Background: an optimization exercise with open tools, aiming at small area and a short achievable clock period. Do not read the settings as production practice. In this exercise RTL edits were held to simulation tests only and were not proved equivalent to the original. Power is estimated from default activity; no workload was simulated.

## run C
==> flow/design.v (excerpt) <==
module pwroff_engine (
    input  wire        clk,
    input  wire        rst_n,         
    input  wire [31:0] base,
    input  wire [31:0] tick_rate,
    input  wire        trig_valid,
    input  wire [7:0]  trig_reason,
    output wire        ret_valid,
    output wire        ret_handled,
    input  wire        ret_ready,
    output wire        bus_valid,
    output wire        bus_write,
    output wire [31:0] bus_addr,
    output wire [7:0]  bus_wdata,
    input  wire        bus_ready,
    input  wire [7:0]  bus_rdata,
    output wire        slp_valid,
    output wire [6:0]  slp_units,
    input  wire        slp_ready,
    output wire        diag_valid,
    output wire [7:0]  diag_code,
    output wire [31:0] diag_data,
    input  wire        diag_ready,
    output wire [31:0] status
);
    localparam [3:0] S_IDLE         = 4'd0;
    localparam [3:0] S_CFG          = 4'd1;
    localparam [3:0] S_TX_POLL      = 4'd2;
    localparam [3:0] S_TX_WRITE     = 4'd3;
    localparam [3:0] S_RX_POLL      = 4'd4;
    localparam [3:0] S_RX_SLEEP     = 4'd5;
    localparam [3:0] S_RX_DATA      = 4'd6;
    localparam [3:0] S_DIAG_SHORT   = 4'd7;
    localparam [3:0] S_SETTLE_FLUSH = 4'd8;
    localparam [3:0] S_DIAG_CSUM    = 4'd9;
    localparam [3:0] S_DIAG_NAK     = 4'd10;
    localparam [3:0] S_POST_OK      = 4'd11;
    localparam [3:0] S_DIAG_EXH     = 4'd12;
    localparam [3:0] S_EXH_SLEEP    = 4'd13;
    localparam [3:0] S_RETURN       = 4'd14;
    localparam [3:0] S_DONE         = 4'd15;
    reg  [3:0]  st;
    reg         vbus, vslp, vdiag, vret;     
    reg         hs;          
    reg         lsr;         
    reg         flt;         
    reg  [1:0]  cmd;
    reg  [1:0]  att;
    reg  [5:0]  res;         
    reg         fm;          
    reg  [5:0]  cnt;         
    reg  [3:0]  k;           
    reg  [7:0]  acc;
    reg  [31:0] R;
    reg  [29:0] A;
    wire s_idle   = (st == S_IDLE);
    wire s_cfg    = (st == S_CFG);
    wire s_txp    = (st == S_TX_POLL);
    wire s_txw    = (st == S_TX_WRITE);
    wire s_rxp    = (st == S_RX_POLL);
    wire s_rxd    = (st == S_RX_DATA);
    wire s_done   = (st == S_DONE);
    wire s_ret    = (st == S_RETURN);
    wire st_bus  = s_cfg || s_txp || s_txw || s_rxp || s_rxd;
    wire st_slp  = (st == S_RX_SLEEP) || (st == S_SETTLE_FLUSH) ||
  ...
export LEC_CHECK = 0
export CAP_MARGIN = 20
export CORE_MARGIN = 2
export CORE_UTILIZATION = 40
export SLEW_MARGIN = 20
create_clock -name core_clock -period 20.0 [get_ports {clk}]
standard.sh (not shown) runs the stock make flow with config.mk's settings and CLKGATE_MAP_FILE= SYNTH_SCRIPT=/design/flow/synth_recipe.tcl, a recipe that flattens the netlist after the stock synthesis.
==> flow/flow/run.sh <==
#!/bin/bash
# The standard layout (standard.sh) with:
#  - the standard synthesis script, its ABC step given an area script;
#  - the synthesis buffers removed at floorplan;
#  - small port buffers;
#  - timing repair after CTS aiming past the clock period (setup margin).
set -euo pipefail
W=$PWD
{ head -n 1 synth_recipe.tcl; cat flow/abc_override.tcl; tail -n +2 synth_recipe.tcl; } > synth_area.tcl
export AREA_ABC_SCRIPT=$W/flow/area.abc
bash standard.sh \
  SYNTH_SCRIPT=$W/synth_area.tcl \
  REMOVE_ABC_BUFFERS=1 \
  "BUFFER_PORTS_ARGS=-buffer_cell sky130_fd_sc_hd__buf_1" \
  SETUP_SLACK_MARGIN=14.6 \
  MATCH_CELL_FOOTPRINT=0 \
  SKIP_REPAIR_TIE_FANOUT=1 \
  "CTS_BUF_LIST=sky130_fd_sc_hd__clkbuf_4 sky130_fd_sc_hd__clkbuf_8" \
  finish > standard.log 2>&1
==> flow/flow/abc_override.tcl <==
# Map the logic with an area-oriented ABC script (flow/area.abc) in place of
# the speed script; every other argument (liberty, dont_use cells, delay
# target) is kept. The flip-flops are mapped before ABC runs, so they are the
# standard synthesis's.
proc abc {args} {
  set i [lsearch -exact $args -script]
  if { $i >= 0 } {
    set args [lreplace $args $i [expr {$i + 1}] -script $::env(AREA_ABC_SCRIPT)]
  }
  yosys abc {*}$args
}
==> flow/flow/area.abc <==
&get -n
&st
&dch
&nf -R 1000
&put
For run E, these inputs were changed with respect to run C:
-- flow/flow/run.sh --
<<< run C, line 16
  MATCH_CELL_FOOTPRINT=0 \
  SKIP_REPAIR_TIE_FANOUT=1 \
  "CTS_BUF_LIST=sky130_fd_sc_hd__clkbuf_4 sky130_fd_sc_hd__clkbuf_8" \
  finish > standard.log 2>&1
>>> run E, line 16
  MATCH_CELL_FOOTPRINT=0 \
  SKIP_REPAIR_TIE_FANOUT=1 \
  CTS_BUF_LIST=sky130_fd_sc_hd__clkbuf_8 \
  finish > standard.log 2>&1
==> comparison <==
Re met2 track utilization from global routing: no difference whatsoever between run E and run C. Run C → run E: fraction of synthesis flops using an asynchronous set or reset pin level; area after synthesis level; share of the clock period used by the worst path after layout level; distinct cell type count of the synthesized netlist level. From run E to run C, hold slack did not move at all. From run C to run E, width of the die did not move at all. Comparing run E with run C, the relative area change from synthesis to final layout came out essentially unchanged.

Setup of build 21:
Another version of the RTL of pwroff_engine (not shown whole).
Size: roughly 700 cells after synthesis, about 110 flip-flops, roughly 210 I/O pins, ~6200 µm² of cells after synthesis.
Settings: LEC_CHECK=0, CAP_MARGIN=20, CORE_MARGIN=2, CORE_UTILIZATION=40, SLEW_MARGIN=20; clock period 20.0 ns.
==> flow/flow/run.sh <==
#!/bin/bash
# The standard layout (standard.sh) with:
#  - the standard synthesis script, its ABC step given an area script;
#  - the synthesis buffers removed at floorplan;
#  - small port buffers;
#  - timing repair after CTS aiming past the clock period (setup margin).
set -euo pipefail
W=$PWD
{ head -n 1 synth_recipe.tcl; cat flow/abc_override.tcl; tail -n +2 synth_recipe.tcl; } > synth_area.tcl
export AREA_ABC_SCRIPT=$W/flow/area.abc
bash standard.sh \
  SYNTH_SCRIPT=$W/synth_area.tcl \
  REMOVE_ABC_BUFFERS=1 \
  "BUFFER_PORTS_ARGS=-buffer_cell sky130_fd_sc_hd__buf_1" \
  SETUP_SLACK_MARGIN=14.6 \
  MATCH_CELL_FOOTPRINT=0 \
  SKIP_REPAIR_TIE_FANOUT=1 \
  GPL_TIMING_DRIVEN=1 \
  CTS_BUF_LIST=sky130_fd_sc_hd__clkbuf_8 \
  finish > standard.log 2>&1
Scripts as last shown in full above: flow/flow/abc_override.tcl, flow/flow/area.abc
Build 21 | status: complete | timing, DRC, antenna: pass
Edits applied to the flow inputs when going from build 21 to build 15:
diff --git a/flow/flow/run.sh b/flow/flow/run.sh
--- a/flow/flow/run.sh
+++ b/flow/flow/run.sh
@@ -13,8 +13,7 @@
   REMOVE_ABC_BUFFERS=1 \
   "BUFFER_PORTS_ARGS=-buffer_cell sky130_fd_sc_hd__buf_1" \
-  SETUP_SLACK_MARGIN=14.6 \
+  SETUP_SLACK_MARGIN=14.4 \
   MATCH_CELL_FOOTPRINT=0 \
   SKIP_REPAIR_TIE_FANOUT=1 \
-  GPL_TIMING_DRIVEN=1 \
   CTS_BUF_LIST=sky130_fd_sc_hd__clkbuf_8 \
   finish > standard.log 2>&1
--- outcome ---
- Build 15 finished every stage and its layout cleared the timing, DRC and antenna checks.
- Looking at build 21 and build 15, the portion of the post-synthesis area used by sequential elements is a wash.
- From build 21 to build 15 the numbers moved as follows: worst setup slack fell by 0.15 ns, vias after detailed routing went down by about 1.3%, number of setup buffers added after CTS lower.
--- input diff build 15..build 44 ---
diff --git a/flow/flow/run.sh b/flow/flow/run.sh
--- a/flow/flow/run.sh
+++ b/flow/flow/run.sh
@@ -13,5 +13,5 @@
   REMOVE_ABC_BUFFERS=1 \
   "BUFFER_PORTS_ARGS=-buffer_cell sky130_fd_sc_hd__buf_1" \
-  SETUP_SLACK_MARGIN=14.4 \
+  SETUP_SLACK_MARGIN=14.6 \
   MATCH_CELL_FOOTPRINT=0 \
   SKIP_REPAIR_TIE_FANOUT=1 \
Across build 44 and build 15, none had a timing, DRC or antenna violation. [compare] base=build 15 new=build 44: summed area of non-filler cells in the final layout grew by 1.2%, worst-path maximum fanout shrank by 13, setup slack grew by 0.15 ns. As of build 44, wire length of the first global-routing pass had risen slightly compared to build 15. Core utilization: build 44 higher than build 15. | combinational share of power | build 44 vs build 15 | 0.4 points higher |. The area of all sequential standard cells was comparable across build 44 and build 15.

[separate check: timing with driven ports]
In the flow no input, the clock included, has a driving cell. The finished layouts below were timed again as built, in two steps. Step 1 sets driving cells, clkbuf_16 on the clock port and buf_2 on the other inputs (assumed; they add their load-dependent delay and slew). Step 2 adds t to the input delays and takes it off the output delays; t is the mean of the earliest and latest rising clock arrival at the registers after step 1. Input paths then give back, and output paths get back, about the clock's delay inside the block. Three values: ideal ports, drivers, drivers and shift; two values: the first two.
| run | t, ns | slack for setup (ns) | worst register clock-pin slew, ns |
|---|---|---|---|
| run C | 0.424 | 14.686 / 14.650 / 14.301 | 0.11 / 0.11 |
| run E | 0.424 | 14.686 / 14.650 / 14.301 | 0.11 / 0.11 |
| build 21 | 0.426 | 14.629 / 14.591 / 14.240 | 0.12 / 0.12 |
| build 15 | 0.428 | 14.477 / 14.438 / 14.144 | 0.11 / 0.11 |
| build 44 | 0.426 | 14.629 / 14.591 / 14.240 | 0.12 / 0.12 |
After both steps every run listed still meets setup and hold.
